Background: an optimization exercise with open tools, aiming at small area. Do not read the settings as production practice. Function was checked by simulation only, so behaviour that the tests miss may differ from the original. Power is estimated from default activity; no workload was simulated.

--- flow/design.v ---
module ld19_frame_core (
    input  wire         clk,
    input  wire         rst,         
    input  wire         in_valid,
    input  wire         in_eos,
    input  wire [7:0]   in_data,
    output wire         in_ready,
    input  wire         resume,      
    output reg          ev_valid,
    output wire [2:0]   ev_kind,
    output wire [604:0] ev_payload
);
    function [7:0] crc_step(input [7:0] acc, input [7:0] b);
        reg [7:0] c;
        integer j;
        begin
            c = acc ^ b;
            for (j = 0; j < 8; j = j + 1)
                c = c[7] ? ((c << 1) ^ 8'h4D) : (c << 1);
            crc_step = c;
        end
    endfunction
    reg [1:0] ph4;         
    reg [1:0] ph3;         
    reg       mode;        
    reg [5:0] bcnt;        
    reg [1:0] n3;          
    reg       ended;
    reg       fpend;       
    reg       fresh;       
    reg       inv_pend;    
    reg       nk_v;        
    reg       nk2, nk0;    
    reg [7:0] crc;
    wire p0  = (ph4 == 2'd0) && (ph3 == 2'd0);
    wire p5  = (ph4 == 2'd1) && (ph3 == 2'd2);
    wire p11 = (ph4 == 2'd3) && (ph3 == 2'd2);
    wire p4  = (ph4 == 2'd0) && (ph3 == 2'd1);
    wire p7  = (ph4 == 2'd3) && (ph3 == 2'd1);
    wire match = (ph4 == bcnt[1:0]) && (ph3 == n3);
    assign in_ready = !ended && !inv_pend && (mode ? match : (!fpend && !fresh && p0));
    wire take      = in_valid && in_ready && !rst;
    wire take_byte = take && mode && !in_eos;
    wire keep      = mode | fpend;
    assign ev_kind = {~ph4[1] & nk2, ph4[1], ph4[0] | (~ph4[1] & nk0)};
    reg [95:0]  ra, rb, rc;    
    reg [47:0]  rd;            
    reg [31:0]  re;            
    reg [227:0] rg;            
    wire is_hdr = !in_eos && in_data == 8'h54;
    wire ld_a = (take && !mode && !is_hdr) || (take_byte && bcnt <= 6'd12) || (inv_pend && p0);
    wire ld_b = take_byte && bcnt >= 6'd13 && bcnt <= 6'd24;
    wire ld_c = take_byte && bcnt >= 6'd25 && bcnt <= 6'd36;
    wire ld_d = take_byte && bcnt >= 6'd37 && bcnt <= 6'd42;
    wire ld_e = take_byte && bcnt >= 6'd43 && bcnt <= 6'd46;
    wire [7:0] da = inv_pend ? {2'b00, bcnt} : (in_eos ? 8'd0 : in_data);
    genvar gi;
    wire p6  = (ph4 == 2'd2) && (ph3 == 2'd0);
    wire [15:0] s6 = {ra[8*0 +: 8], ra[8*1 +: 8]};
    wire [15:0] t_start = {ra[8*1 +: 8], ra[8*2 +: 8]};
    wire [15:0] t_end   = {in_data, rd[8*0 +: 8]};
    wire [15:0] nst = ~t_start;
    wire [16:0] dc;
    wire [15:0] ds;
    assign dc[0] = 1'b1;
    generate
        for (gi = 0; gi < 16; gi = gi + 1) begin : g_diff
            ld19_fa u (.a(t_end[gi]), .b(nst[gi]), .c(dc[gi]), .s(ds[gi]), .co(dc[gi+1]));
        end
    endgenerate
    wire [16:0] diff = {~dc[16], ds};
    reg  [16:0] dreg;
    reg  [20:0] acc;
    reg         pa;        
    reg         busy;      
    wire        win   = mode && bcnt >= 6'd6 && bcnt <= 6'd30;
    wire        lda   = p6 && win;
    wire        start = take_byte && bcnt == 6'd43;
    wire        en   = pa | busy;
    wire        neg  = dreg[16];
    wire [17:0] k36  = 18'd36000 & {18{neg}};
    wire [17:0] dx18 = {dreg[16], dreg};
    wire [17:0] span;
    wire [18:0] sc;
    assign sc[0] = 1'b0;
    generate
        for (gi = 0; gi < 18; gi = gi + 1) begin : g_span
            ld19_fa u (.a(dx18[gi]), .b(k36[gi]), .c(sc[gi]), .s(span[gi]), .co(sc[gi+1]));
        end
    endgenerate
    wire [20:0] sp21 = {{3{span[17]}}, span} & {21{en}};
    wire [20:0] asum;
    wire [21:0] ac;
    assign ac[0] = 1'b0;
    generate
        for (gi = 0; gi < 21; gi = gi + 1) begin : g_acc
            ld19_fa u (.a(acc[gi]), .b(sp21[gi]), .c(ac[gi]), .s(asum[gi]), .co(ac[gi+1]));
        end
    endgenerate
    wire [15:0] hi  = acc[20:5];
    wire        ge1 = acc >= 21'd396000;
    wire        ge2 = acc >= 21'd792000;
    wire [15:0] kn  = ~(ge2 ? 16'd24750 : ge1 ? 16'd12375 : 16'd0);
    wire [15:0] ahi;
    wire [16:0] rcy;
    assign rcy[0] = 1'b1;
    generate
        for (gi = 0; gi < 16; gi = gi + 1) begin : g_red
            ld19_fa u (.a(hi[gi]), .b(kn[gi]), .c(rcy[gi]), .s(ahi[gi]), .co(rcy[gi+1]));
        end
    endgenerate
    wire [18:0] ang = {ahi[13:0], acc[4:0]};
    always @(posedge clk) begin
        if (lda)
            dreg <= {1'b0, s6};
        else if (start)
            dreg <= diff;
        if (lda)
            acc <= {5'd0, s6};
        else
            acc <= asum;
    end
    always @(posedge clk) begin
        ra <= {ra[87:0],  ({8{ld_a}} & da)      | ({8{keep}} & ra[95:88])};
        rb <= {rb[87:0],  ({8{ld_b}} & in_data) | ({8{keep}} & rb[95:88])};
        rc <= {rc[87:0],  ({8{ld_c}} & in_data) | ({8{keep}} & rc[95:88])};
        rd <= {rd[39:0],  ({8{ld_d}} & in_data) | ({8{keep}} & rd[47:40])};
        re <= {re[23:0],  ({8{ld_e}} & in_data) | ({8{keep}} & re[31:24])};
        rg <= {rg[208:0], (ang & {19{busy}}) | ({19{keep}} & rg[227:209])};
    end
    always @(posedge clk) begin
        if (rst) begin
            ph4      <= 2'd0;
            ph3      <= 2'd0;
            fresh    <= 1'b1;
            pa       <= 1'b0;
            busy     <= 1'b0;
            mode     <= 1'b0;
            ended    <= 1'b0;
            fpend    <= 1'b0;
            inv_pend <= 1'b0;
            nk_v     <= 1'b0;
            ev_valid <= 1'b0;
        end else begin
            ph4 <= ph4 + 2'd1;
            ph3 <= (ph3 == 2'd2) ? 2'd0 : ph3 + 2'd1;
            ev_valid <= (p5 && fpend && !busy) || (p11 && nk_v) ||
                        (p0 && ev_valid && nk2 && !nk0);
            if (p5 && fpend && !busy) begin
                fpend <= 1'b0;
                fresh <= 1'b1;
            end
            if (lda)
                pa <= 1'b1;
            else if (p4)
                pa <= 1'b0;
            if (start)
                busy <= 1'b1;
            else if (p7 || (take && in_eos))
                busy <= 1'b0;
            if (p11)
                nk_v <= 1'b0;
            if (p0)
                fresh <= 1'b0;
            if (inv_pend && p0) begin
                inv_pend <= 1'b0;
                nk_v     <= 1'b1;
                nk2      <= 1'b1;
                nk0      <= 1'b0;
            end
            if (take) begin
                if (!mode) begin
                    if (in_eos) begin
                        ended <= 1'b1;
                        nk_v  <= 1'b1;
                        nk2   <= 1'b1;
                        nk0   <= 1'b1;
                    end else if (is_hdr) begin
                        mode <= 1'b1;
                        bcnt <= 6'd1;
                        n3   <= 2'd1;
                        crc  <= 8'hEE;
                    end else begin
                        nk_v <= 1'b1;
                        nk2  <= 1'b0;
                        nk0  <= 1'b1;
                    end
                end else if (in_eos) begin
                    ended    <= 1'b1;
                    mode     <= 1'b0;
                    inv_pend <= 1'b1;
                end else begin
                    if (bcnt <= 6'd46)
                        crc <= crc_step(crc, in_data);
                    if (bcnt == 6'd48) begin
                        mode  <= 1'b0;
                        fpend <= 1'b1;
                    end else begin
                        bcnt <= bcnt + 6'd1;
                        n3   <= (n3 == 2'd2) ? 2'd0 : n3 + 2'd1;
                    end
                end
            end else if (resume) begin
                ended <= 1'b0;
            end
        end
    end
    function integer stg(input integer n, input integer len);
        integer t;
        begin
            t = (5 - n) % len;
            if (t < 0) t = t + len;
            stg = t;
        end
    endfunction
    wire [7:0] fb [1:46];
    genvar gn;
    generate
        for (gn = 1; gn <= 46; gn = gn + 1) begin : g_fb
            if (gn <= 12)      assign fb[gn] = ra[8*stg(gn, 12) +: 8];
            else if (gn <= 24) assign fb[gn] = rb[8*stg(gn, 12) +: 8];
            else if (gn <= 36) assign fb[gn] = rc[8*stg(gn, 12) +: 8];
            else if (gn <= 42) assign fb[gn] = rd[8*stg(gn, 6) +: 8];
            else               assign fb[gn] = re[8*stg(gn, 4) +: 8];
        end
    endgenerate
    wire k1 = ev_kind[1];
    genvar gk;
    generate
        for (gk = 0; gk < 12; gk = gk + 1) begin : g_pt
            assign ev_payload[43*gk +: 16]      = {fb[7 + 3*gk], fb[6 + 3*gk]};
            assign ev_payload[43*gk + 16 +: 8]  = fb[8 + 3*gk];
            assign ev_payload[43*gk + 24 +: 19] = rg[19*((21 - gk) % 12) +: 19];
        end
    endgenerate
    assign ev_payload[523:516] = {1'b0, k1, 1'b0, k1, 1'b0, k1, 2'b00};
    assign ev_payload[531:524] = fb[1];
    assign ev_payload[547:532] = {fb[3], fb[2]};
    assign ev_payload[563:548] = {fb[5], fb[4]};
    assign ev_payload[579:564] = {fb[43], fb[42]};
    assign ev_payload[595:580] = {fb[45], fb[44]};
    assign ev_payload[603:596] = fb[46];
    assign ev_payload[604]     = k1 && (crc == 8'd0);
endmodule
module ld19_fa (
    input  wire a,
    input  wire b,
    input  wire c,
    output wire s,
    output wire co
);
    assign s  = a ^ b ^ c;
    assign co = (a & b) | (c & (a ^ b));
endmodule
--- flow/flow/run.sh ---
#!/bin/bash
# Layout flow: the standard ORFS flow, with every input and output port
# buffered by the smallest buffer (buf_1) instead of the default port buffer,
# and clock tree synthesis without dummy loads.
# Each tool's full output stays in the ORFS logs under orfs/logs; make's own
# output goes to flow_make.log in this folder.
set -euo pipefail
export BUFFER_PORTS_ARGS="-buffer_cell sky130_fd_sc_hd__buf_1"
export CTS_ARGS="-sink_clustering_enable -repair_clock_nets -sink_clustering_size 20 -sink_clustering_max_diameter 60 -buf_list sky130_fd_sc_hd__clkbuf_8 -dont_use_dummy_load"
bash standard.sh > flow_make.log 2>&1
--- flow/standard.sh ---
#!/bin/bash
# synth_recipe.tcl (not shown) runs the flow's synth.tcl, then flattens the netlist and writes it again
# the make line also repeats each setting of config.mk as NAME=value (left out here)
make -C /OpenROAD-flow-scripts/flow DESIGN_CONFIG=/design/flow/config.mk WORK_HOME=/design/flow/orfs CLKGATE_MAP_FILE= SYNTH_SCRIPT=/design/flow/synth_recipe.tcl "${@:-finish}"
--- flow/config.mk ---
export PLATFORM = sky130hd
export DESIGN_NAME = ld19_frame_core
export DESIGN_NICKNAME = ld19_frame_core
export VERILOG_FILES = /design/flow/design.v
export SDC_FILE = /design/flow/constraint.sdc
export NUM_CORES = 4
export LEC_CHECK = 0
export CAP_MARGIN = 20
export CORE_MARGIN = 2
export CORE_UTILIZATION = 60
export SLEW_MARGIN = 20
--- flow/constraint.sdc ---
create_clock -name core_clock -period 12.0 [get_ports {clk}]
set_input_delay 2.4000 -clock core_clock [delete_from_list [all_inputs] [get_ports {clk}]]
set_output_delay 2.4000 -clock core_clock [all_outputs]
set_load 0.01 [all_outputs]
==> flow_metrics.py, run 1 <==
metrics = {
    "logic_synthesis": {
        "synth_flop_cell": "dfxtp_1",
        "syn_area_mm2": 0.0176,
        "yosys.cell_count.top_type": "dfxtp_1",
        "synth_edf_count": 34,
        "synthTopCellsByCount": "631 x dfxtp_1, 55 x nand2_1, 54 x inv_1",
        "synth_cell_types": 61,
        "ys_ff_latch": 665,
        "yosys_warnings": 1,
        "ys_seq_area_frac": 0.775,
        "yosysTopAreaCell": "dfxtp_1",
        "yosys-top-cells-area": "dfxtp_1 72%, edfxtp_1 5.8%, fa_1 5.2%, a22o_1 2.1%, ha_1 2.0%",
        "yosysTopAreaCellShare": 0.717,
        "syn_area_per_cell_um2": 14.9,
        "synthCells": 1184,
        "synthArstFlopShare": 0,
    },
    "detailed_routing": {
        "first_iter_violations": 486,
        "viasPerCell": 4.96,
        "antenna_left": 0,
        "first_pass_iters": 5,
        "totalWireLength_mm": 46.6,
        "route.detailed.drc": 0,
        "wl_per_cell_um": 21.4,
        "vias": 10818,
    },
    "setup_path": {
        "critical_path.max_stage_delay_ns": 0.67,
        "cp.arrival_ns": 8.87,
        "r2r-end": "acc[20]",
        "crit_start": "busy",
        "r2r-start": "busy",
        "worstRegToRegCells": 29,
        "cp_max_fo": 18,
        "critical_path_required_ns": 12.45,
        "endpoint_kind": "flip-flop",
        "path_class": "reg2reg",
        "crit_slowest_cell": "dfxtp_1",
        "rrSetupSlack_ns": 3.58,
        "cpMostUsedCell": "fa_1",
        "start_kind": "flip-flop",
        "crit_end": "acc[20]",
    },
    "timing": {
        "fin_setup_tns_ns": 0,
        "hold_viol_final": 0,
        "drv_slew": 0,
        "rsz0062_at_grt": "no",
        "setup_ws_ns": 3.58,
        "worstMarginPinSlew_ns": 0.966,
        "fin_crit_ns": 8.42,
        "clock_skew_ns": 0.0565,
        "setup_viol": 0,
        "fin_crit_sh": 0.702,
        "fmax_ghz": 0.119,
        "relSlewSlack": 0.351,
    },
    "global_route": {
        "grt_pass1_vias": 10612,
        "antenna_found_initial": 1,
        "grt-ovfl-total": 0,
        "grt_pass1_wl_mm": 66.3,
        "grt_max_degree": 62,
        "grtUsageTotal": 0.292,
    },
    "power_and_ir_drop": {
        "p_leak_nw": 7.97,
        "power_density_mw_per_mm2": 160,
        "vdd_drop_max_v": 0.000143,
    },
    "place": {
        "placed_area_mm2": 0.0202,
        "port_buffers": 617,
        "hpwlAfterDp_mm": 37.0,
        "preCtsSetupSlack_ns": 3.60,
        "place.gp.congestion": 0.934,
    },
    "cts": {
        "cts_hold_repair.buffers": 0,
        "clock_latency_ns": 0.58,
        "clk_pin_slew_ns": 0.11,
        "clockBufferDepth": 3,
        "clockRootBuffer": "clkbuf_8",
        "ctsResizeCount": 0,
        "htreeDepth": 2,
        "cts-buffers-inserted": 42,
        "postCtsSetupRepairBufs": 0,
        "cts_tree": "built",
        "clock-sinks": 665,
    },
    "outcome": {
        "outcome": "timing/DRC/antenna clean",
    },
    "run": {
        "drv_cap": 0,
    },
    "floorplan": {
        "initial_core_util": 0.612,
        "core_area_mm2": 0.0288,
        "die_h_um": 175,
        "die_w_um": 175,
        "row_count": 62,
        "io_pins": 623,
        "dieArea_mm2": 0.0307,
    },
    "cells_and_area": {
        "area.growth.synth_to_final_pct": 18.0,
        "nets": 1888,
        "multi_input_area_mm2": 0.00348,
        "layout-drive-gt1-share": 0.0356,
        "fillCellCount": 2077,
        "final_area_mm2": 0.0208,
        "seq_area_mm2": 0.0137,
        "antenna_cells": 0,
    },
    "hold_path": {
        "hold_path_class": "reg2reg",
    },
}
per-layer routing:
layer	part of all wire	GRT usage
met5	0	0
met1	0.39	0.345
met4	0.033	0.0965
met3	0.061	0.0578
met2	0.52	0.531
placed cells by master, fill, tap and decap left out, drive strengths merged, types with 3 or more instances in the layout:
| cell | instances |
|---|---|
| clkbuf | 42 |
| nand4 | 4 |
| nor3 | 11 |
| nor4 | 4 |
| and2 | 12 |
| a31oi | 7 |
| or2 | 3 |
| nand3b | 3 |
| inv | 56 |
| or3 | 3 |
| or4 | 4 |
| edfxtp | 34 |
| xnor2 | 34 |
| nand3 | 7 |
| a22o | 43 |
| ha | 28 |
| conb | 5 |
| nor4b | 4 |
| fa | 46 |
| nand2 | 55 |
| o21ai | 22 |
| dfxtp | 631 |
| nor2 | 29 |
| mux2 | 3 |
| a21oi | 37 |
| mux2i | 5 |
| nand2b | 10 |
| nor2b | 4 |
| buf | 624 |
per-stage QoR:
| stage | power (W) | cells | util | hold WS, ns |
|---|---|---|---|---|
| after CTS | 0.00333 | 2183 | 0.722 | 0.311 |
| after detailed placement | 0.00244 | 2141 | 0.702 | 0.334 |
| final | 0.00332 | 2183 | 0.722 | 0.310 |
| after global placement | 0.00243 | 2141 | 0.702 | 0.331 |
| after floorplan | 0.00239 | 1188 | - | 0.351 |
| after global routing | 0.00342 | 2183 | 0.722 | 0.314 |
critical path: cells and delay by family, from the launching register on:
family / cells / cell delay [ns]
adders and majority gates: 20 / 6.30
and+or+nand+nor: 3 / 0.85
xor gates and xnor gates: 2 / 0.21
DFF: 1 / 0.67
buffers and inverters: 4 / 0.27
sequential cells by signal, indices dropped and copies added, names as in the netlist, 2 cells and up:
register / cells
bcnt: 6
ph3: 2
rb: 96
re: 32
crc: 8
ra: 96
rc: 96
ph4: 2
n3: 2
rg: 228
dreg: 17
rd: 48
acc: 21
area by class of cell:
cell class / count / share of cell area
inverters: 56 / 0.0101
repair buffers: 624 / 0.114
flip-flops and latches: 665 / 0.657
well taps: 384 / 0.0231
multi-input cells: 412 / 0.168
clock buffers: 42 / 0.0278
cell families (layout without fill, tap and decap cells):
| logic type | count (synthesis) | in the layout | synth area share |
|---|---|---|---|
| buf+inv | 111 | 722 | 0.0284 |
| simple gates | 159 | 159 | 0.0487 |
| flops | 665 | 665 | 0.775 |
| compound gates | 130 | 130 | 0.0524 |
| other cells | 1 | 5 | 0.000213 |
| xor+xnor | 36 | 36 | 0.0179 |
| fa+ha+maj | 74 | 74 | 0.0722 |
| mux | 8 | 8 | 0.00476 |
power by group:
| part | total [W] | switching [W] | internal [W] |
|---|---|---|---|
| Sequential | 0.00226 | 0.0000178 | 0.00224 |
| Clock | 0.000936 | 0.000618 | 0.000317 |
| Combinational | 0.000125 | 0.0000743 | 0.0000503 |
| Total | 0.00332 | 0.000710 | 0.00261 |
worst min-delay path by stage:
stage	slack (ns)	cells after the start	from	end
floorplan	0.35	0	rd[2]	rd[10]
global placement	0.33	0	rg[72]	rg[91]
detailed placement	0.33	0	ra[64]	ra[72]
CTS	0.31	0	ra[37]	ra[45]
global route	0.31	0	ra[37]	ra[45]
finish	0.31	0	ra[37]	ra[45]
==> run 2: changes to the inputs <==
--- a/flow/flow/run.sh
+++ b/flow/flow/run.sh
@@ -7,4 +7,4 @@
 set -euo pipefail
 export BUFFER_PORTS_ARGS="-buffer_cell sky130_fd_sc_hd__buf_1"
-export CTS_ARGS="-sink_clustering_enable -repair_clock_nets -sink_clustering_size 20 -sink_clustering_max_diameter 60 -buf_list sky130_fd_sc_hd__clkbuf_8 -dont_use_dummy_load"
+export CTS_ARGS="-sink_clustering_enable -repair_clock_nets -sink_clustering_size 18 -sink_clustering_max_diameter 60 -buf_list sky130_fd_sc_hd__clkbuf_8 -dont_use_dummy_load"
 bash standard.sh > flow_make.log 2>&1
==> run 2 against run 1 <==
  * Clock skew is 0.014 ns lower
  * Synthesized cell count stayed put
  * Still clean
  * Largest cell class unchanged
  * Combinational power hardly changed
  * Fmax hardly changed
  * Hold slack better by 0.017 ns
  * Sequential power hardly changed
  * Flip-flop and latch count stayed put
  * Setup slack worse by 0.0076 ns
  * Critical path type unchanged
  * Critical endpoint unchanged
  * First-iteration DRC count is 6.0% lower
  * Critical path depth stayed put
==> flow_metrics.py, run 2 <==
metrics = {
    "outcome": {
        "outcome": "timing/DRC/antenna clean",
    },
    "logic_synthesis": {
        "syn_area_mm2": 0.0176,
        "yosysTopAreaCellShare": 0.717,
        "yosys-top-cells-area": "dfxtp_1 72%, edfxtp_1 5.8%, fa_1 5.2%, a22o_1 2.1%, ha_1 2.0%",
        "ys_seq_area_frac": 0.775,
        "yosysTopAreaCell": "dfxtp_1",
        "synthCells": 1184,
        "synth_edf_count": 34,
        "syn_area_per_cell_um2": 14.9,
        "yosys_warnings": 1,
        "synthTopCellsByCount": "631 x dfxtp_1, 55 x nand2_1, 54 x inv_1",
        "ys_ff_latch": 665,
        "synth_flop_cell": "dfxtp_1",
        "synthArstFlopShare": 0,
        "synth_cell_types": 61,
        "yosys.cell_count.top_type": "dfxtp_1",
    },
    "global_route": {
        "grtUsageTotal": 0.293,
        "grt_pass1_vias": 10659,
        "grt_max_degree": 62,
        "grt-ovfl-total": 0,
        "grt_pass1_wl_mm": 66.6,
        "antenna_found_initial": 1,
    },
    "timing": {
        "drv_slew": 0,
        "fin_crit_sh": 0.702,
        "relSlewSlack": 0.347,
        "setup_viol": 0,
        "clock_skew_ns": 0.0428,
        "fin_crit_ns": 8.43,
        "fin_setup_tns_ns": 0,
        "holdWs_ns": 0.327,
        "hold_viol_final": 0,
        "fmax_ghz": 0.119,
        "rsz0062_at_grt": "no",
        "worstMarginPinSlew_ns": 0.971,
    },
    "cells_and_area": {
        "layout_common_cells": "631 x dfxtp_1, 617 x buf_1, 55 x nand2_1",
        "nets": 1891,
        "multi_input_area_mm2": 0.00348,
        "antenna_cells": 0,
        "largest_register_ffs": 228,
        "final_cells": 2186,
        "final_common_cell": "dfxtp_1",
        "seq_area_mm2": 0.0137,
        "largest_register": "rg",
        "area.growth.synth_to_final_pct": 18.2,
        "layout-drive-gt1-share": 0.0372,
        "fillCellCount": 2048,
    },
    "floorplan": {
        "row_count": 62,
        "io_pins": 623,
        "core_area_mm2": 0.0288,
        "die_w_um": 175,
        "dieArea_mm2": 0.0307,
        "die_h_um": 175,
        "initial_core_util": 0.612,
    },
    "place": {
        "place.gp.congestion": 0.934,
        "hpwlAfterDp_mm": 37.0,
        "placed_cells": 2141,
        "port_buffers": 617,
    },
    "power_and_ir_drop": {
        "pwr-share-clk": 0.287,
        "p_switching_w": 0.000715,
        "combPwrFrac": 0.037,
        "p_int_w": 0.00263,
        "power_density_mw_per_mm2": 161,
        "p_leak_nw": 8.00,
        "vdd_drop_max_v": 0.000137,
        "swShare": 0.214,
        "p_seq_frac": 0.675,
    },
    "detailed_routing": {
        "first_iter_violations": 457,
        "wl_per_cell_um": 21.4,
        "first_pass_iters": 5,
        "route.detailed.drc": 0,
        "viasPerCell": 4.98,
        "vias": 10885,
        "totalWireLength_mm": 46.8,
        "antenna_left": 0,
    },
    "cts": {
        "clockRootBuffer": "clkbuf_8",
        "clock-sinks": 665,
        "ctsResizeCount": 0,
        "cts_hold_repair.buffers": 0,
        "cts-buffers-inserted": 45,
        "clk_pin_slew_ns": 0.10,
        "htreeDepth": 2,
        "postCtsSetupRepairBufs": 0,
        "clock_latency_ns": 0.59,
        "clockBufferDepth": 3,
        "cts_tree": "built",
    },
    "setup_path": {
        "crit_buf_inv": 4,
        "cp.arrival_ns": 8.89,
        "endpoint_kind": "flip-flop",
        "cp_max_fo": 18,
        "crit_slowest_cell": "dfxtp_1",
        "critical_path.max_stage_delay_ns": 0.67,
        "critPathTopFamily": "adder cells",
        "path_class": "reg2reg",
        "cpMostUsedCell": "fa_1",
        "critical_path_required_ns": 12.46,
        "start_kind": "flip-flop",
    },
    "hold_path": {
        "hold_path_class": "reg2reg",
    },
    "run": {
        "drv_cap": 0,
    },
}
-- run 2: cell counts after synthesis --
No cell type changed its count.
-- run 2: stage by stage --
step | utilization | area (um2) | power [W] | setup slack [ns]
floorplan | - | 17600 | 0.00239 | 4.53
global placement | 0.702 | 20200 | 0.00243 | 3.78
detailed placement | 0.702 | 20200 | 0.00244 | 3.60
CTS | 0.723 | 20800 | 0.00336 | 3.60
global route | 0.723 | 20800 | 0.00345 | 3.14
finish | 0.723 | 20800 | 0.00334 | 3.57
-- run 2: final cells by class --
type | count | share of cell area
clock buffers | 45 | 0.0298
well taps | 384 | 0.0231
flip-flops and latches | 665 | 0.656
repair buffers | 624 | 0.114
multi-input cells | 412 | 0.167
inverters | 56 | 0.0101
-- run 2: final timing paths --
path	start	end	slack [ns]	cells after the start
max reg2reg	busy	acc[20]	3.57	29
min reg2reg	ra[37]	ra[45]	0.33	0
max	busy	acc[20]	3.57	29
min	ra[37]	ra[45]	0.33	0
-- run 2: per-layer routing --
| metal | share of wire | up-vias | GRT usage |
|---|---|---|---|
| li1 | - | 5052 | - |
| met1 | 0.39 | 5336 | 0.344 |
| met4 | 0.026 | 0 | 0.0840 |
| met3 | 0.062 | 76 | 0.0615 |
| met2 | 0.52 | 421 | 0.541 |
| met5 | 0 | - | 0 |
-- run 2: worst register-to-register path: cells and delay by family, from the launching register on --
kind | cells | cell delay [ns]
fa+ha+maj | 20 | 6.30
buf+inv | 4 | 0.27
xor+xnor | 2 | 0.21
simple gates | 3 | 0.86
flops | 1 | 0.67
-- run 2: power by group through the flow --
stage	sequential, W	clock [W]	combinational [W]
2_1_floorplan	0.00231	0	0.0000885
3_3_place_gp	0.00231	0	0.000124
3_5_place_dp	0.00231	0	0.000126
4_1_cts	0.00226	0.000972	0.000127
5_1_grt	0.00226	0.00105	0.000141
6_report	0.00226	0.000961	0.000125
-- run 2: cell families after synthesis --
family,share of synthesized area
flops,0.775
buf+inv,0.0284
simple gates,0.0487
compound gates,0.0524
xor+xnor,0.0179
other cells,0.000213
fa+ha+maj,0.0722
mux,0.00476
==> run 3: changes to the inputs <==
--- a/flow/design.v
+++ b/flow/design.v
@@ -36,5 +36,4 @@
     wire p5  = (ph4 == 2'd1) && (ph3 == 2'd2);
     wire p11 = (ph4 == 2'd3) && (ph3 == 2'd2);
-    wire p4  = (ph4 == 2'd0) && (ph3 == 2'd1);
     wire p7  = (ph4 == 2'd3) && (ph3 == 2'd1);
     wire match = (ph4 == bcnt[1:0]) && (ph3 == n3);
@@ -72,10 +71,8 @@
     reg  [16:0] dreg;
     reg  [20:0] acc;
-    reg         pa;        
     reg         busy;      
     wire        win   = mode && bcnt >= 6'd6 && bcnt <= 6'd30;
     wire        lda   = p6 && win;
     wire        start = take_byte && bcnt == 6'd43;
-    wire        en   = pa | busy;
     wire        neg  = dreg[16];
     wire [17:0] k36  = 18'd36000 & {18{neg}};
@@ -89,5 +86,5 @@
         end
     endgenerate
-    wire [20:0] sp21 = {{3{span[17]}}, span} & {21{en}};
+    wire [20:0] sp21 = {{3{span[17]}}, span};
     wire [20:0] asum;
     wire [21:0] ac;
@@ -116,8 +113,7 @@
         else if (start)
             dreg <= diff;
-        if (lda)
-            acc <= {5'd0, s6};
-        else
-            acc <= asum;
+        else if (p5 && !busy)
+            dreg <= 17'd0;
+        acc <= asum & {21{~lda}};
     end
     always @(posedge clk) begin
@@ -134,5 +130,4 @@
             ph3      <= 2'd0;
             fresh    <= 1'b1;
-            pa       <= 1'b0;
             busy     <= 1'b0;
             mode     <= 1'b0;
@@ -151,8 +146,4 @@
                 fresh <= 1'b1;
             end
-            if (lda)
-                pa <= 1'b1;
-            else if (p4)
-                pa <= 1'b0;
             if (start)
                 busy <= 1'b1;
==> run 3 against run 2 <==
  * Still clean on timing, DRC and antenna
  * Clock skew rose by 0.0098 ns
  * Die area fell by 0.22%
  * Global-route usage rose by 1.5 points
  * Critical path depth fell by 4
  * Register-to-register slack got worse by 0.02 ns
  * Fmax fell by 0.20%
  * Via count fell by 2.0%
  * Total power rose by 12%
  * Hold slack got worse by 0.0086 ns
  * Combinational power rose to 3.6 times the previous value
  * Largest power group unchanged
==> flow_metrics.py, run 3 <==
metrics = {
    "timing": {
        "fin_crit_ns": 8.44,
        "hold_viol_final": 0,
        "fmax_ghz": 0.118,
        "setup_viol": 0,
        "rsz0062_at_grt": "no",
        "fin_crit_sh": 0.704,
        "drv_slew": 0,
        "worstMarginPinSlew_ns": 0.908,
        "relSlewSlack": 0.395,
        "holdWs_ns": 0.319,
        "clock_skew_ns": 0.0525,
        "fin_setup_tns_ns": 0,
    },
    "power_and_ir_drop": {
        "total_power_w": 0.00375,
        "power_density_mw_per_mm2": 181,
        "vdd_drop_max_v": 0.000155,
        "p_leak_nw": 7.77,
        "swShare": 0.244,
        "p_int_w": 0.00283,
        "p_switching_w": 0.000914,
        "combPwrFrac": 0.120,
        "pwr-share-clk": 0.254,
        "p_seq_frac": 0.626,
    },
    "cts": {
        "ctsResizeCount": 0,
        "clock-sinks": 664,
        "clockBufferDepth": 3,
        "clockRootBuffer": "clkbuf_8",
        "cts-buffers-inserted": 44,
        "cts_hold_repair.buffers": 0,
        "postCtsSetupRepairBufs": 0,
        "htreeDepth": 2,
        "clk_pin_slew_ns": 0.11,
        "cts_tree": "built",
        "clock_latency_ns": 0.60,
    },
    "place": {
        "place.gp.congestion": 0.924,
        "port_buffers": 617,
        "hpwlAfterDp_mm": 38.9,
    },
    "logic_synthesis": {
        "ys_ff_latch": 664,
        "yosys-top-cells-area": "dfxtp_1 72%, edfxtp_1 5.8%, fa_1 5.2%, ha_1 2.0%, xnor2_1 1.7%",
        "synthTopCellsByCount": "630 x dfxtp_1, 73 x nand2_1, 52 x inv_1",
        "yosys_warnings": 1,
        "ys_seq_area_frac": 0.776,
        "synthCells": 1166,
        "yosys.cell_count.top_type": "dfxtp_1",
        "syn_area_per_cell_um2": 15.1,
        "yosysTopAreaCellShare": 0.718,
        "synth_flop_cell": "dfxtp_1",
        "synthArstFlopShare": 0,
        "syn_area_mm2": 0.0176,
        "synth_edf_count": 34,
        "yosysTopAreaCell": "dfxtp_1",
        "synth_cell_types": 69,
    },
    "floorplan": {
        "die_h_um": 175,
        "row_count": 62,
        "die_w_um": 175,
        "dieArea_mm2": 0.0307,
        "io_pins": 623,
        "core_area_mm2": 0.0288,
        "initial_core_util": 0.610,
    },
    "detailed_routing": {
        "first_pass_iters": 5,
        "route.detailed.drc": 0,
        "vias": 10671,
        "viasPerCell": 4.91,
        "antenna_left": 0,
        "totalWireLength_mm": 48.7,
        "first_iter_violations": 787,
        "wl_per_cell_um": 22.4,
    },
    "cells_and_area": {
        "antenna_cells": 0,
        "final_common_cell": "dfxtp_1",
        "fillCellCount": 2119,
        "area.growth.synth_to_final_pct": 18.1,
        "layout_common_cells": "630 x dfxtp_1, 617 x buf_1, 73 x nand2_1",
        "largest_register": "rg",
        "largest_register_ffs": 228,
        "nets": 1880,
        "layout-drive-gt1-share": 0.0413,
    },
    "global_route": {
        "antenna_found_initial": 1,
        "grt_pass1_wl_mm": 68.6,
        "grt-ovfl-total": 0,
        "grt_max_degree": 60,
        "grtUsageTotal": 0.308,
        "grt_pass1_vias": 10564,
    },
    "setup_path": {
        "critical_path_required_ns": 12.45,
        "endpoint_kind": "flip-flop",
        "cp_max_fo": 1,
        "cp.arrival_ns": 8.90,
        "path_class": "reg2reg",
        "start_kind": "flip-flop",
    },
    "outcome": {
        "outcome": "timing/DRC/antenna clean",
    },
    "run": {
        "drv_cap": 0,
    },
    "hold_path": {
        "hold_path_class": "reg2reg",
    },
}
run 3: cell families after synthesis:
logic type | Yosys count | share of synthesized area
buffers and inverters | 97 | 0.0273
other | 1 | 0.000213
adder cells (fa/ha/maj) | 74 | 0.0724
multiplexers | 2 | 0.00121
XOR/XNOR | 38 | 0.0189
AND/OR/NAND/NOR | 173 | 0.0556
flip-flops | 664 | 0.776
AO/OA/AOI/OAI | 117 | 0.0484
run 3: area by class of cell:
class                           instances  area (um2)  share of cell area
Multi-Input combinational cell        409        3490               0.168
Clock buffer                           44         606              0.0292
Inverter                               53         199             0.00959
Sequential cell                       664       13600               0.657
Tap cell                              384         480              0.0232
Timing Repair Buffer                  621        2340               0.113
run 3: worst max-delay path, stage by stage (launching register included):
cell      delay, ns
edfxtp_1       0.37
ha_1           0.21
fa_1           0.39
fa_1           0.40
fa_1           0.40
fa_1           0.40
fa_1           0.39
fa_1           0.39
fa_1           0.39
fa_1           0.39
fa_1           0.39
fa_1           0.39
fa_1           0.39
fa_1           0.38
fa_1           0.40
fa_1           0.40
fa_1           0.41
fa_1           0.42
fa_1           0.38
inv_1          0.08
fa_1           0.16
inv_1          0.05
fa_1           0.37
xor2_1         0.19
xnor2_1        0.13
nor2_1         0.05
run 3: per-layer routing:
metal  global-route usage  up-vias  part of all wire
met5                    0        -                 0
met4               0.0990        0             0.032
met3               0.0849       83             0.081
met2                0.511      451              0.48
met1                0.393     5161              0.41
li1                     -     4976                 -
run 3: power by group through the flow:
stage | Sequential (W) | Combinational (W) | Clock, W
2_1_floorplan | 0.00238 | 0.000338 | 0
3_3_place_gp | 0.00240 | 0.000433 | 0
3_5_place_dp | 0.00240 | 0.000457 | 0
4_1_cts | 0.00235 | 0.000456 | 0.000967
5_1_grt | 0.00236 | 0.000526 | 0.00104
6_report | 0.00235 | 0.000451 | 0.000952
run 3: worst paths after layout:
check | startpoint | depth (start not counted) | endpoint | slack (ns)
max reg2reg | dreg[0] | 25 | acc[20] | 3.56
min reg2reg | rg[95] | 0 | rg[114] | 0.32
max | dreg[0] | 25 | acc[20] | 3.56
min | rg[95] | 0 | rg[114] | 0.32
run 3: per-stage QoR:
step	instances	utilization	cell area (um2)	setup WS [ns]
after CTS	2174	0.721	20700	3.57
after global routing	2175	0.721	20700	3.21
after global placement	2130	0.700	20100	3.69
after floorplan	1170	-	17600	3.94
after detailed placement	2130	0.700	20100	3.59
final	2175	0.721	20700	3.56
==> run 4: changes to the inputs <==
--- a/flow/flow/run.sh
+++ b/flow/flow/run.sh
@@ -7,4 +7,4 @@
 set -euo pipefail
 export BUFFER_PORTS_ARGS="-buffer_cell sky130_fd_sc_hd__buf_1"
-export CTS_ARGS="-sink_clustering_enable -repair_clock_nets -sink_clustering_size 18 -sink_clustering_max_diameter 60 -buf_list sky130_fd_sc_hd__clkbuf_8 -dont_use_dummy_load"
+export CTS_ARGS="-sink_clustering_enable -repair_clock_nets -sink_clustering_size 10 -sink_clustering_max_diameter 40 -buf_list sky130_fd_sc_hd__clkbuf_4 -dont_use_dummy_load"
 bash standard.sh > flow_make.log 2>&1
==> run 4 against run 3 <==
  * Largest cell class unchanged
  * Critical endpoint unchanged
  * First-iteration DRC count decreased by 2.8%
  * Still clean
  * Fmax shrank 0.24%
  * Clock skew increased by 0.026 ns
  * Synthesized cell count stayed put
  * Clock power down 1%
  * Sequential share of layout area grew 0.063 points
  * Sequential power about the same
  * Die area is the same
  * Flip-flop and latch count is the same
  * Register-to-register slack got worse by 0.02 ns
==> flow_metrics.py, run 4 <==
metrics = {
    "floorplan": {
        "die_h_um": 175,
        "row_count": 62,
        "initial_core_util": 0.610,
        "core_area_mm2": 0.0288,
        "io_pins": 623,
        "dieArea_mm2": 0.0307,
        "die_w_um": 175,
    },
    "global_route": {
        "antenna_found_initial": 1,
        "grt_busiest_layer": "met2",
        "grtUsageMet3": 0.0955,
        "grt_max_degree": 60,
        "grtUsageTotal": 0.312,
        "met1_usage": 0.390,
        "gr-usage-met2": 0.517,
        "grt_pass1_wl_mm": 69.5,
        "grt-ovfl-total": 0,
        "grt_pass1_vias": 10952,
    },
    "cells_and_area": {
        "nets": 1914,
        "antenna_cells": 0,
        "finish.utilization": 0.720,
        "final_common_cell": "dfxtp_1",
        "layout_common_cells": "630 x dfxtp_1, 617 x buf_1, 78 x clkbuf_4",
        "layout-drive-gt1-share": 0.0592,
        "largest_register": "rg",
        "largest_register_ffs": 228,
        "area.growth.synth_to_final_pct": 18.0,
    },
    "cts": {
        "clock-sinks": 664,
        "ctsResizeCount": 0,
        "postCtsSetupRepairBufs": 0,
        "clockBufferDepth": 3,
        "clk_pin_slew_ns": 0.10,
        "htreeDepth": 3,
        "cts-buffers-inserted": 78,
        "clockRootBuffer": "clkbuf_4",
        "clock_latency_ns": 0.73,
        "cts_tree": "built",
        "cts_hold_repair.buffers": 0,
    },
    "setup_path": {
        "cp_max_fo": 1,
        "critical_path_required_ns": 12.55,
        "path_class": "reg2reg",
        "rrSetupSlack_ns": 3.54,
        "endpoint_kind": "flip-flop",
        "start_kind": "flip-flop",
        "cp.arrival_ns": 9.02,
    },
    "timing": {
        "fin_setup_tns_ns": 0,
        "clock_skew_ns": 0.0790,
        "fin_crit_sh": 0.705,
        "hold_viol_final": 0,
        "setup_viol": 0,
        "relSlewSlack": 0.399,
        "worstMarginPinSlew_ns": 0.901,
        "fmax_ghz": 0.118,
        "fin_crit_ns": 8.46,
        "drv_slew": 0,
        "rsz0062_at_grt": "no",
    },
    "detailed_routing": {
        "first_iter_violations": 765,
        "route.detailed.drc": 0,
        "first_pass_iters": 5,
        "antenna_left": 0,
        "viasPerCell": 4.96,
        "totalWireLength_mm": 49.0,
        "wl_per_cell_um": 22.2,
        "vias": 10963,
    },
    "logic_synthesis": {
        "yosys.cell_count.top_type": "dfxtp_1",
        "synthArstFlopShare": 0,
        "yosysTopAreaCell": "dfxtp_1",
        "yosys-top-cells-area": "dfxtp_1 72%, edfxtp_1 5.8%, fa_1 5.2%, ha_1 2.0%, xnor2_1 1.7%",
        "synth_flop_cell": "dfxtp_1",
        "synth_edf_count": 34,
        "yosys_warnings": 1,
        "synth_cell_types": 69,
        "synthCells": 1166,
        "ys_seq_area_frac": 0.776,
        "syn_area_mm2": 0.0176,
        "yosysTopAreaCellShare": 0.718,
        "synthTopCellsByCount": "630 x dfxtp_1, 73 x nand2_1, 52 x inv_1",
        "ys_ff_latch": 664,
        "syn_area_per_cell_um2": 15.1,
    },
    "outcome": {
        "outcome": "timing/DRC/antenna clean",
    },
    "power_and_ir_drop": {
        "p_leak_nw": 7.81,
        "vdd_drop_max_v": 0.000117,
        "power_density_mw_per_mm2": 180,
    },
    "place": {
        "port_buffers": 617,
        "place.gp.congestion": 0.924,
        "hpwlAfterDp_mm": 38.9,
    },
    "run": {
        "drv_cap": 0,
    },
    "hold_path": {
        "hold_path_class": "reg2reg",
    },
}
-- run 4: logic make-up (layout without fill, tap and decap cells) --
family,count (synthesis),in the layout,synth area share
muxes,2,2,0.00121
AOI/OAI and AO/OA,117,117,0.0484
and+or+nand+nor,173,173,0.0556
other,1,5,0.000213
xor gates and xnor gates,38,38,0.0189
buffers and inverters,97,752,0.0273
DFF,664,664,0.776
adders and majority gates,74,74,0.0724
-- run 4: metal layers --
metal	part of all wire	vias up
met4	0.031	0
met2	0.48	479
met3	0.084	93
met1	0.40	5319
li1	-	5072
met5	0	-
-- run 4: final cells by class --
type / count / area, um2
clock buffer: 78 / 586
fill: 2158 / 8050
inverter: 53 / 199
multi-input combinational: 409 / 3490
sequential: 664 / 13600
tap: 384 / 480
timing repair buffer: 621 / 2340
-- run 4: stage by stage --
step	hold slack [ns]	setup slack (ns)	cell area [um2]	total power, W	instances
final	0.257	3.54	20700	0.00374	2209
after global routing	0.279	3.20	20700	0.00393	2209
after detailed placement	0.333	3.59	20100	0.00286	2130
after floorplan	0.351	3.94	17600	0.00272	1170
after global placement	0.330	3.69	20100	0.00283	2130
after CTS	0.266	3.55	20700	0.00376	2208
-- run 4: power breakdown --
part	internal, W	leakage, nW	switching [W]
clock	0.000301	0.359	0.000637
sequential	0.00228	5.40	0.0000687
combinational	0.000226	2.05	0.000226
-- run 4: path summary, 6_finish.rpt --
kind | startpoint | end | cells past startpoint
min | rg[37] | rg[56] | 0
min reg2reg | rg[37] | rg[56] | 0
max reg2reg | dreg[0] | acc[20] | 25
max | dreg[0] | acc[20] | 25
-- run 4: worst max-delay path, cell delays in order, from the launching register on --
cell and delay (ns):
edfxtp_1 0.38, ha_1 0.21, fa_1 0.39, fa_1 0.40
fa_1 0.40, fa_1 0.40, fa_1 0.39, fa_1 0.39
fa_1 0.39, fa_1 0.39, fa_1 0.39, fa_1 0.39
fa_1 0.39, fa_1 0.38, fa_1 0.39, fa_1 0.39
fa_1 0.41, fa_1 0.42, fa_1 0.38, inv_1 0.08
fa_1 0.16, inv_1 0.05, fa_1 0.38, xor2_1 0.19
xnor2_1 0.13, nor2_1 0.05
==> run 5: changes to the inputs <==
==> flow/flow/run.sh (replaced) <==
#!/bin/bash
# Layout flow: the standard ORFS flow (standard.sh, with the standard
# synthesis, floorplan, power grid and tap cells), changed in two ways:
#  - every input and output port is still buffered, but by the smallest
#    buffer, sky130_fd_sc_hd__buf_1, instead of the default port buffer;
#  - clock tree synthesis clusters at most 18 flip-flops within 60 um per
#    clkbuf_8 leaf buffer and inserts no dummy loads.
# Each tool's full output stays in its own ORFS log under orfs/logs/; make's
# output goes to flow_make.log in this folder.
set -euo pipefail
export BUFFER_PORTS_ARGS="-buffer_cell sky130_fd_sc_hd__buf_1"
export CTS_ARGS="-sink_clustering_enable -repair_clock_nets -sink_clustering_size 18 -sink_clustering_max_diameter 60 -buf_list sky130_fd_sc_hd__clkbuf_8 -dont_use_dummy_load"
bash standard.sh > flow_make.log 2>&1
==> run 5 against run 4 <==
  * Largest cell class unchanged
  * Clock skew decreased by 0.026 ns
  * Cell count is 1.5% lower
  * Sequential power is essentially flat
  * Still clean
  * Area after synthesis stayed put
  * Die area is the same
  * Flip-flop and latch count unchanged
  * Register-to-register slack improved by 0.02 ns
  * Fmax increased by 0.24%
  * First-iteration DRC count rose by 2.9%
  * Hold slack improved by 0.061 ns
  * Routed wire length fell by 0.64%
  * Design area about the same
==> flow_metrics.py, run 5 <==
metrics = {
    "setup_path": {
        "endpoint_kind": "flip-flop",
        "cp_max_fo": 1,
        "critical_path_required_ns": 12.45,
        "critPathTopFamily": "adder cells",
        "critical_path.max_stage_delay_ns": 0.42,
        "rrSetupSlack_ns": 3.56,
        "path_class": "reg2reg",
        "worstRegToRegCells": 25,
        "crit_cells": 25,
        "r2r-start": "dreg[0]",
        "start_kind": "flip-flop",
        "crit_end": "acc[20]",
        "cpMostUsedCell": "fa_1",
        "cp.arrival_ns": 8.90,
        "crit_slowest_cell": "fa_1",
        "r2r-end": "acc[20]",
        "crit_buf_inv": 2,
        "crit_start": "dreg[0]",
    },
    "logic_synthesis": {
        "yosysTopAreaCellShare": 0.718,
        "synth-compound-area-share": 0.0484,
        "yosys-top-cells-area": "dfxtp_1 72%, edfxtp_1 5.8%, fa_1 5.2%, ha_1 2.0%, xnor2_1 1.7%",
        "synthCells": 1166,
        "ys_seq_area_frac": 0.776,
        "yosysTopAreaCell": "dfxtp_1",
        "synth_edf_count": 34,
        "yosys_warnings": 1,
        "synthAdderAreaFrac": 0.0724,
        "synthArstFlopShare": 0,
        "ys_ff_latch": 664,
        "yosys.cell_count.top_type": "dfxtp_1",
        "synth_xor_area_frac": 0.0189,
        "synthTopCellsByCount": "630 x dfxtp_1, 73 x nand2_1, 52 x inv_1",
        "synth_flop_cell": "dfxtp_1",
        "synthMuxAreaShare": 0.00121,
        "synth_cell_types": 69,
        "synth_top_family_by_area": "adder cells",
        "yosys.area_share.simple": 0.0556,
        "syn_area_mm2": 0.0176,
        "syn_area_per_cell_um2": 15.1,
    },
    "global_route": {
        "grt-ovfl-total": 0,
        "grt_pass1_vias": 10564,
        "met1_usage": 0.393,
        "antenna_found_initial": 1,
        "grt_max_degree": 60,
        "grt_busiest_layer": "met2",
        "gr-usage-met2": 0.511,
        "grtUsageMet3": 0.0849,
        "grt_pass1_wl_mm": 68.6,
        "grtUsageTotal": 0.308,
    },
    "detailed_routing": {
        "first_pass_iters": 5,
        "totalWireLength_mm": 48.7,
        "viasPerCell": 4.91,
        "first_iter_violations": 787,
        "vias": 10671,
        "antenna_left": 0,
        "route.detailed.drc": 0,
        "wl_per_cell_um": 22.4,
    },
    "timing": {
        "worstMarginPinSlew_ns": 0.908,
        "drv_slew": 0,
        "fin_crit_sh": 0.704,
        "setup_ws_ns": 3.56,
        "fin_crit_ns": 8.44,
        "relSlewSlack": 0.395,
        "setup_viol": 0,
        "hold_viol_final": 0,
        "fmax_ghz": 0.118,
        "fin_setup_tns_ns": 0,
        "rsz0062_at_grt": "no",
        "clock_skew_ns": 0.0525,
    },
    "cts": {
        "cts_tree": "built",
        "clockRootBuffer": "clkbuf_8",
        "cts_hold_repair.buffers": 0,
        "clockBufferDepth": 3,
        "clk_pin_slew_ns": 0.11,
        "clock_latency_ns": 0.60,
        "ctsResizeCount": 0,
        "postCtsSetupRepairBufs": 0,
        "cts-buffers-inserted": 44,
        "clock-sinks": 664,
        "htreeDepth": 2,
    },
    "place": {
        "hpwlAfterDp_mm": 38.9,
        "placed_cells": 2130,
        "place.gp.congestion": 0.924,
        "preCtsSetupSlack_ns": 3.59,
        "port_buffers": 617,
    },
    "floorplan": {
        "core_area_mm2": 0.0288,
        "die_h_um": 175,
        "die_w_um": 175,
        "io_pins": 623,
        "initial_core_util": 0.610,
        "dieArea_mm2": 0.0307,
        "row_count": 62,
    },
    "cells_and_area": {
        "largest_register_ffs": 228,
        "final_common_cell": "dfxtp_1",
        "final_cells": 2175,
        "area.growth.synth_to_final_pct": 18.1,
        "antenna_cells": 0,
        "finish.utilization": 0.721,
        "layout-drive-gt1-share": 0.0413,
        "nets": 1880,
        "layout_common_cells": "630 x dfxtp_1, 617 x buf_1, 73 x nand2_1",
        "largest_register": "rg",
    },
    "hold_path": {
        "hold_path_class": "reg2reg",
        "hold_depth": 0,
    },
    "power_and_ir_drop": {
        "p_leak_nw": 7.77,
        "power_density_mw_per_mm2": 181,
        "vdd_drop_max_v": 0.000155,
        "total_power_w": 0.00375,
    },
    "outcome": {
        "outcome": "timing/DRC/antenna clean",
    },
    "run": {
        "drv_cap": 0,
    },
}
[run 5: worst min path at each step]
stage             from       to
5_1_grt        rg[171]  rg[190]
6_report        rg[95]  rg[114]
3_5_place_dp    ra[67]   ra[75]
2_1_floorplan    rd[0]    rd[8]
3_3_place_gp   rg[157]  rg[176]
4_1_cts         rg[95]  rg[114]
[run 5: layout make-up]
cell class | instances | area (um2)
Inverter | 53 | 199
Sequential cell | 664 | 13600
Multi-Input combinational cell | 409 | 3490
Clock buffer | 44 | 606
Tap cell | 384 | 480
Fill cell | 2119 | 8030
Timing Repair Buffer | 621 | 2340
[run 5: logic make-up (layout without fill, tap and decap cells)]
kind of cell             after synthesis  count (layout)
AO/OA/AOI/OAI                        117             117
multiplexers                           2               2
other                                  1               5
AND/OR/NAND/NOR                      173             173
adder cells (fa/ha/maj)               74              74
XOR/XNOR                              38              38
flip-flops                           664             664
buffers and inverters                 97             718
[run 5: per-layer routing]
metal	wire length [um]	vias to the layer above
met3	3940	83
met2	23400	451
li1	-	4976
met5	0	-
met1	19800	5161
met4	1560	0
[run 5: power by group]
| group | switching (W) | internal (W) |
|---|---|---|
| logic | 0.000225 | 0.000226 |
| clock network | 0.000621 | 0.000331 |
| registers | 0.0000688 | 0.00228 |
[run 5: through the flow]
step / hold slack (ns) / area (um2)
final: 0.319 / 20700
after floorplan: 0.351 / 17600
after detailed placement: 0.333 / 20100
after global placement: 0.330 / 20100
after CTS: 0.326 / 20700
after global routing: 0.318 / 20700
==> run 6: changes to the inputs <==
--- a/flow/design.v
+++ b/flow/design.v
@@ -48,10 +48,10 @@
     reg [227:0] rg;            
     wire is_hdr = !in_eos && in_data == 8'h54;
-    wire ld_a = (take && !mode && !is_hdr) || (take_byte && bcnt <= 6'd12) || (inv_pend && p0);
+    wire ld_a = (take && !mode && !in_eos && in_data != 8'h54) || (take_byte && bcnt <= 6'd12) || (inv_pend && p0);
     wire ld_b = take_byte && bcnt >= 6'd13 && bcnt <= 6'd24;
     wire ld_c = take_byte && bcnt >= 6'd25 && bcnt <= 6'd36;
     wire ld_d = take_byte && bcnt >= 6'd37 && bcnt <= 6'd42;
     wire ld_e = take_byte && bcnt >= 6'd43 && bcnt <= 6'd46;
-    wire [7:0] da = inv_pend ? {2'b00, bcnt} : (in_eos ? 8'd0 : in_data);
+    wire [7:0] da = inv_pend ? {2'b00, bcnt} : in_data;
     genvar gi;
     wire p6  = (ph4 == 2'd2) && (ph3 == 2'd0);
==> run 6 against run 5 <==
  * Largest power group unchanged
  * Flip-flop and latch count unchanged
  * Total power decreased by 1.3%
  * Sequential share of layout area increased by 0.21 points
  * Critical path type unchanged
  * Core utilization about the same
  * Clock power decreased by 2%
  * Still clean
  * Die area decreased by 0.68%
  * Synthesized cell count decreased by 3.3%
  * Register-to-register slack improved by 0.05 ns
  * Non-clock buffer count increased by 5
==> flow_metrics.py, run 6 <==
metrics = {
    "floorplan": {
        "die_h_um": 175,
        "die_w_um": 175,
        "dieArea_mm2": 0.0305,
        "row_count": 62,
        "io_pins": 623,
        "core_area_mm2": 0.0287,
        "initial_core_util": 0.608,
    },
    "logic_synthesis": {
        "ys_seq_area_frac": 0.781,
        "synthArstFlopShare": 0,
        "syn_area_mm2": 0.0174,
        "yosysTopAreaCell": "dfxtp_1",
        "synth_cell_types": 62,
        "syn_area_per_cell_um2": 15.5,
        "yosys_warnings": 1,
        "synth_edf_count": 34,
        "ys_ff_latch": 664,
        "synthTopCellsByCount": "630 x dfxtp_1, 58 x a22o_1, 53 x inv_1",
        "synthCells": 1127,
        "yosys.cell_count.top_type": "dfxtp_1",
        "yosysTopAreaCellShare": 0.723,
        "yosys-top-cells-area": "dfxtp_1 72%, edfxtp_1 5.9%, fa_1 5.3%, a22o_1 2.9%, ha_1 2.0%",
        "synth_flop_cell": "dfxtp_1",
    },
    "timing": {
        "fin_crit_sh": 0.699,
        "drv_slew": 0,
        "clock_skew_ns": 0.0232,
        "fin_setup_tns_ns": 0,
        "fmax_ghz": 0.119,
        "relSlewSlack": 0.356,
        "setup_viol": 0,
        "rsz0062_at_grt": "no",
        "hold_viol_final": 0,
        "fin_crit_ns": 8.39,
        "worstMarginPinSlew_ns": 0.958,
    },
    "setup_path": {
        "cp.arrival_ns": 8.84,
        "crit_buf_inv": 2,
        "endpoint_kind": "flip-flop",
        "start_kind": "flip-flop",
        "cpMostUsedCell": "fa_1",
        "path_class": "reg2reg",
        "critPathTopFamily": "adder cells",
        "crit_slowest_cell": "fa_1",
        "critical_path.max_stage_delay_ns": 0.41,
        "critical_path_required_ns": 12.45,
        "cp_max_fo": 1,
    },
    "power_and_ir_drop": {
        "vdd_drop_max_v": 0.000139,
        "total_power_w": 0.00370,
        "p_leak_nw": 7.87,
        "power_density_mw_per_mm2": 179,
    },
    "cells_and_area": {
        "final_common_cell": "dfxtp_1",
        "largest_register_ffs": 228,
        "antenna_cells": 0,
        "area.growth.synth_to_final_pct": 18.6,
        "nets": 1846,
        "layout_common_cells": "630 x dfxtp_1, 617 x buf_1, 58 x a22o_1",
        "largest_register": "rg",
        "final_area_mm2": 0.0207,
        "fillCellCount": 2127,
        "layout-drive-gt1-share": 0.0387,
    },
    "cts": {
        "clockBufferDepth": 3,
        "clockRootBuffer": "clkbuf_8",
        "postCtsSetupRepairBufs": 0,
        "cts_hold_repair.buffers": 0,
        "clk_pin_slew_ns": 0.10,
        "cts_tree": "built",
        "ctsResizeCount": 0,
        "htreeDepth": 2,
        "clock_latency_ns": 0.57,
        "clock-sinks": 664,
        "cts-buffers-inserted": 43,
    },
    "run": {
        "drv_cap": 0,
    },
    "global_route": {
        "antenna_found_initial": 0,
        "grtUsageTotal": 0.305,
        "grt-ovfl-total": 0,
        "grt_pass1_vias": 10462,
        "grt_max_degree": 41,
        "grt_pass1_wl_mm": 68.0,
    },
    "detailed_routing": {
        "route.detailed.drc": 0,
        "totalWireLength_mm": 47.9,
        "vias": 10604,
        "first_pass_iters": 6,
        "first_iter_violations": 571,
        "wl_per_cell_um": 22.4,
        "antenna_left": 0,
        "viasPerCell": 4.95,
    },
    "place": {
        "hpwlAfterDp_mm": 38.2,
        "place.gp.congestion": 0.883,
        "placed_area_mm2": 0.0201,
        "port_buffers": 617,
    },
    "outcome": {
        "outcome": "timing/DRC/antenna clean",
    },
    "hold_path": {
        "hold_path_class": "reg2reg",
    },
}
==> run 6: cell types whose count changed after synthesis, sizes merged, moves of 6 or more <==
cell,change
a22o,+32
buf,-7
clkbuf,+6
mux2i,+6
nand2,-34
o21ai,-37
==> run 6: metal layers <==
| layer | wire (um) | up-vias | global-route usage |
|---|---|---|---|
| met2 | 24900 | 421 | 0.550 |
| met3 | 2980 | 98 | 0.0654 |
| met4 | 2390 | 0 | 0.138 |
| met1 | 17600 | 5165 | 0.346 |
| li1 | - | 4920 | - |
| met5 | 0 | - | 0 |
==> run 6: metrics by stage <==
stage                     utilization  instances  worst slack, ns  hold WS [ns]
after floorplan                     -       1131             3.96         0.351
after global placement          0.700       2098             3.71         0.331
after detailed placement        0.700       2098             3.64         0.333
after CTS                       0.721       2141             3.63         0.345
after global routing            0.721       2141             3.35         0.343
final                           0.721       2141             3.61         0.339
==> run 6: final cells by class <==
cell class	count	area [um2]	area share
multi-input cells	370	3390	0.164
inverters	54	203	0.00980
clock buffers	43	592	0.0286
repair buffers	626	2380	0.115
flip-flops and latches	664	13600	0.659
well taps	384	480	0.0232
==> run 6: worst paths after layout <==
path | from | to | slack, ns | cells after the start
setup / recovery | dreg[0] | acc[20] | 3.61 | 25
hold / removal | rc[33] | rc[41] | 0.34 | 0
setup reg to reg | dreg[0] | acc[20] | 3.61 | 25
hold reg to reg | rc[33] | rc[41] | 0.34 | 0
==> run 6: cells by family after synthesis <==
logic type               count (synthesis)  synth area share
adder cells (fa/ha/maj)                 74            0.0729
XOR/XNOR                                37            0.0186
AO/OA/AOI/OAI                          114            0.0519
multiplexers                             7           0.00402
AND/OR/NAND/NOR                        133            0.0453
other                                    1          0.000215
flip-flops                             664             0.781
buffers and inverters                   97            0.0257
==> run 6: worst reg2reg max path: stages (launching register included) <==
cell,delay [ns]
edfxtp_1,0.37
ha_1,0.22
fa_1,0.38
fa_1,0.40
fa_1,0.39
fa_1,0.39
fa_1,0.39
fa_1,0.39
fa_1,0.38
fa_1,0.40
fa_1,0.40
fa_1,0.40
fa_1,0.39
fa_1,0.40
fa_1,0.39
fa_1,0.40
fa_1,0.41
fa_1,0.39
fa_1,0.37
inv_1,0.07
fa_1,0.16
inv_1,0.05
fa_1,0.37
xor2_1,0.18
xnor2_1,0.14
nor2_1,0.05
==> run 6: power by group <==
| group | internal [W] | leakage, nW | switching (W) |
|---|---|---|---|
| registers | 0.00228 | 5.41 | 0.0000601 |
| clock network | 0.000324 | 0.309 | 0.000609 |
| logic | 0.000215 | 2.15 | 0.000215 |
| total | 0.00282 | 7.87 | 0.000884 |
==> run 7: changes to the inputs <==
==> flow/flow/run.sh (replaced) <==
#!/bin/bash
# Layout flow: the standard ORFS flow (standard.sh, with the standard
# synthesis, floorplan, power grid and tap cells), changed in two ways:
#  - every input and output port is still buffered, but by the smallest
#    buffer, sky130_fd_sc_hd__buf_1, instead of the default port buffer;
#  - clock tree synthesis clusters at most 10 flip-flops within 40 um per
#    clkbuf_4 leaf buffer and inserts no dummy loads.
# Each tool's full output stays in its own ORFS log under orfs/logs/; make's
# output goes to flow_make.log in this folder.
set -euo pipefail
export BUFFER_PORTS_ARGS="-buffer_cell sky130_fd_sc_hd__buf_1"
export CTS_ARGS="-sink_clustering_enable -repair_clock_nets -sink_clustering_size 10 -sink_clustering_max_diameter 40 -buf_list sky130_fd_sc_hd__clkbuf_4 -dont_use_dummy_load"
bash standard.sh > flow_make.log 2>&1
==> run 7 against run 6 <==
  * Non-clock buffer count unchanged
  * Largest power group unchanged
  * Global-route usage up 0.59 points
  * Area after synthesis unchanged
  * Cell count up 1.7%
  * Count of clock-buffer cells in the layout up 35
  * Die area unchanged
  * Flip-flop and latch count unchanged
  * Synthesized cell count unchanged
  * Critical path type unchanged
==> flow_metrics.py, run 7 <==
metrics = {
    "timing": {
        "rsz0062_at_grt": "no",
        "fin_setup_tns_ns": 0,
        "fin_crit_ns": 8.34,
        "clock_skew_ns": 0.0745,
        "fin_crit_sh": 0.695,
        "drv_slew": 0,
        "fmax_ghz": 0.120,
        "worstMarginPinSlew_ns": 0.963,
        "setup_viol": 0,
        "hold_viol_final": 0,
        "relSlewSlack": 0.353,
    },
    "floorplan": {
        "initial_core_util": 0.608,
        "die_h_um": 175,
        "dieArea_mm2": 0.0305,
        "row_count": 62,
        "die_w_um": 175,
        "io_pins": 623,
        "core_area_mm2": 0.0287,
    },
    "logic_synthesis": {
        "syn_area_mm2": 0.0174,
        "syn_area_per_cell_um2": 15.5,
        "ys_seq_area_frac": 0.781,
        "yosys.cell_count.top_type": "dfxtp_1",
        "synthTopCellsByCount": "630 x dfxtp_1, 58 x a22o_1, 53 x inv_1",
        "synthCells": 1127,
        "synth_edf_count": 34,
        "yosysTopAreaCellShare": 0.723,
        "yosysTopAreaCell": "dfxtp_1",
        "synth_flop_cell": "dfxtp_1",
        "ys_ff_latch": 664,
        "synthArstFlopShare": 0,
        "yosys_warnings": 1,
        "yosys-top-cells-area": "dfxtp_1 72%, edfxtp_1 5.9%, fa_1 5.3%, a22o_1 2.9%, ha_1 2.0%",
        "synth_cell_types": 62,
    },
    "hold_path": {
        "hold_depth": 0,
        "hold_path_class": "reg2reg",
        "min_from": "rc[31]",
        "holdPathEnd": "rc[39]",
    },
    "cts": {
        "cts_hold_repair.buffers": 0,
        "postCtsSetupRepairBufs": 0,
        "clockBufferDepth": 3,
        "htreeDepth": 3,
        "cts-buffers-inserted": 78,
        "clock-sinks": 664,
        "clock_latency_ns": 0.73,
        "clk_pin_slew_ns": 0.10,
        "clockRootBuffer": "clkbuf_4",
        "ctsResizeCount": 0,
        "cts_tree": "built",
    },
    "detailed_routing": {
        "first_iter_violations": 527,
        "wl_met2_mm": 25.1,
        "antenna_left": 0,
        "route.met3.wl_mm": 3.27,
        "first_pass_iters": 4,
        "routed.top_layer": "met4",
        "route.detailed.drc": 0,
        "vias": 10836,
        "wl_per_cell_um": 22.2,
        "viasPerCell": 4.98,
        "totalWireLength_mm": 48.4,
        "wl_met1_mm": 17.5,
    },
    "setup_path": {
        "rrSetupSlack_ns": 3.66,
        "r2r-start": "dreg[0]",
        "worstRegToRegCells": 25,
        "crit_buf_inv": 2,
        "cp.arrival_ns": 8.94,
        "path_class": "reg2reg",
        "cpMostUsedCell": "fa_1",
        "crit_cells": 25,
        "crit_slowest_cell": "fa_1",
        "critical_path_required_ns": 12.60,
        "critical_path.max_stage_delay_ns": 0.41,
        "critPathTopFamily": "adder cells",
        "r2r-end": "acc[20]",
        "cp_max_fo": 1,
        "endpoint_kind": "flip-flop",
        "start_kind": "flip-flop",
    },
    "power_and_ir_drop": {
        "vdd_drop_max_v": 0.000105,
        "total_power_w": 0.00370,
        "power_density_mw_per_mm2": 179,
        "p_leak_nw": 7.92,
    },
    "place": {
        "port_buffers": 617,
        "placed_cells": 2098,
        "placed_area_mm2": 0.0201,
        "place.gp.congestion": 0.883,
        "hpwlAfterDp_mm": 38.2,
    },
    "global_route": {
        "grt_pass1_vias": 10774,
        "grt-ovfl-total": 0,
        "grtUsageTotal": 0.311,
        "grt_pass1_wl_mm": 69.0,
        "grt_max_degree": 41,
        "antenna_found_initial": 1,
    },
    "cells_and_area": {
        "largest_register": "rg",
        "nets": 1881,
        "fillCellCount": 2137,
        "finish.utilization": 0.720,
        "final_area_mm2": 0.0207,
        "layout-drive-gt1-share": 0.0575,
        "area.growth.synth_to_final_pct": 18.5,
        "largest_register_ffs": 228,
        "final_cells": 2177,
        "seq_area_mm2": 0.0136,
        "multi_input_area_mm2": 0.00339,
        "final_common_cell": "dfxtp_1",
        "layout_common_cells": "630 x dfxtp_1, 617 x buf_1, 78 x clkbuf_4",
    },
    "outcome": {
        "outcome": "timing/DRC/antenna clean",
    },
    "run": {
        "drv_cap": 0,
    },
}
run 7: cell counts after synthesis:
Identical to the previous run, type by type.
run 7: cell type report:
cell class,count,share of cell area
sequential,664,0.659
multi-input combinational,370,0.164
timing repair buffer,626,0.115
clock buffer,78,0.0283
tap,384,0.0232
inverter,54,0.00980
antenna,1,0.000121
run 7: metrics by stage:
| stage | worst slack [ns] | hold WS (ns) |
|---|---|---|
| detailed placement | 3.64 | 0.333 |
| floorplan | 3.96 | 0.351 |
| CTS | 3.66 | 0.301 |
| finish | 3.66 | 0.316 |
| global placement | 3.71 | 0.331 |
| global route | 3.37 | 0.308 |
run 7: power breakdown:
group,total [W],switching (W),internal (W)
clock network,0.000934,0.000634,0.000301
logic,0.000427,0.000213,0.000214
registers,0.00234,0.0000599,0.00228
run 7: layer usage:
layer,vias up,GRT usage
li1,5008,-
met3,107,0.0833
met2,465,0.552
met5,-,0
met4,0,0.152
met1,5256,0.344
run 7: logic make-up after synthesis:
family                   share of synthesized area
other                                     0.000215
AND/OR/NAND/NOR                             0.0453
multiplexers                               0.00402
buffers and inverters                       0.0257
AO/OA/AOI/OAI                               0.0519
flip-flops                                   0.781
adder cells (fa/ha/maj)                     0.0729
XOR/XNOR                                    0.0186
run 7: worst max path at each step:
stage / startpoint / end / slack [ns]
floorplan: dreg[0] / acc[20] / 3.96
global placement: dreg[0] / acc[20] / 3.71
detailed placement: dreg[0] / acc[20] / 3.64
CTS: dreg[0] / acc[20] / 3.66
global route: dreg[0] / acc[20] / 3.37
finish: dreg[0] / acc[20] / 3.66

==> static timing again, ports no longer ideal <==
How much do the figures lean on ideal ports? The routed layouts below were timed once more, with nothing changed but the port constraints. Step 1 sets driving cells, clkbuf_16 on the clock port and buf_2 on the other inputs (assumed; they add their load-dependent delay and slew). Step 2 times the ports against the registers' clock, not the clock port: input delays grow and output delays shrink by t, the midpoint of the rising clock arrivals with the driver on. Three values: no drivers, after step 1, after step 2; two values: the first two.
run | shift t [ns] | setup WS [ns] | latest minus earliest clock arrival (ns)
run 1 | 0.607 | 3.581 / 3.581 / 3.581 | 0.057 / 0.056
run 2 | 0.621 | 3.574 / 3.574 / 3.574 | 0.046 / 0.046
run 3 | 0.615 | 3.557 / 3.557 / 3.557 | 0.053 / 0.053
run 4 | 0.728 | 3.537 / 3.537 / 3.537 | 0.080 / 0.080
run 5 | 0.615 | 3.557 / 3.557 / 3.557 | 0.053 / 0.053
run 6 | 0.608 | 3.610 / 3.610 / 3.610 | 0.024 / 0.024
run 7 | 0.750 | 3.657 / 3.657 / 3.657 | 0.079 / 0.079
After both steps every run listed still meets setup and hold.
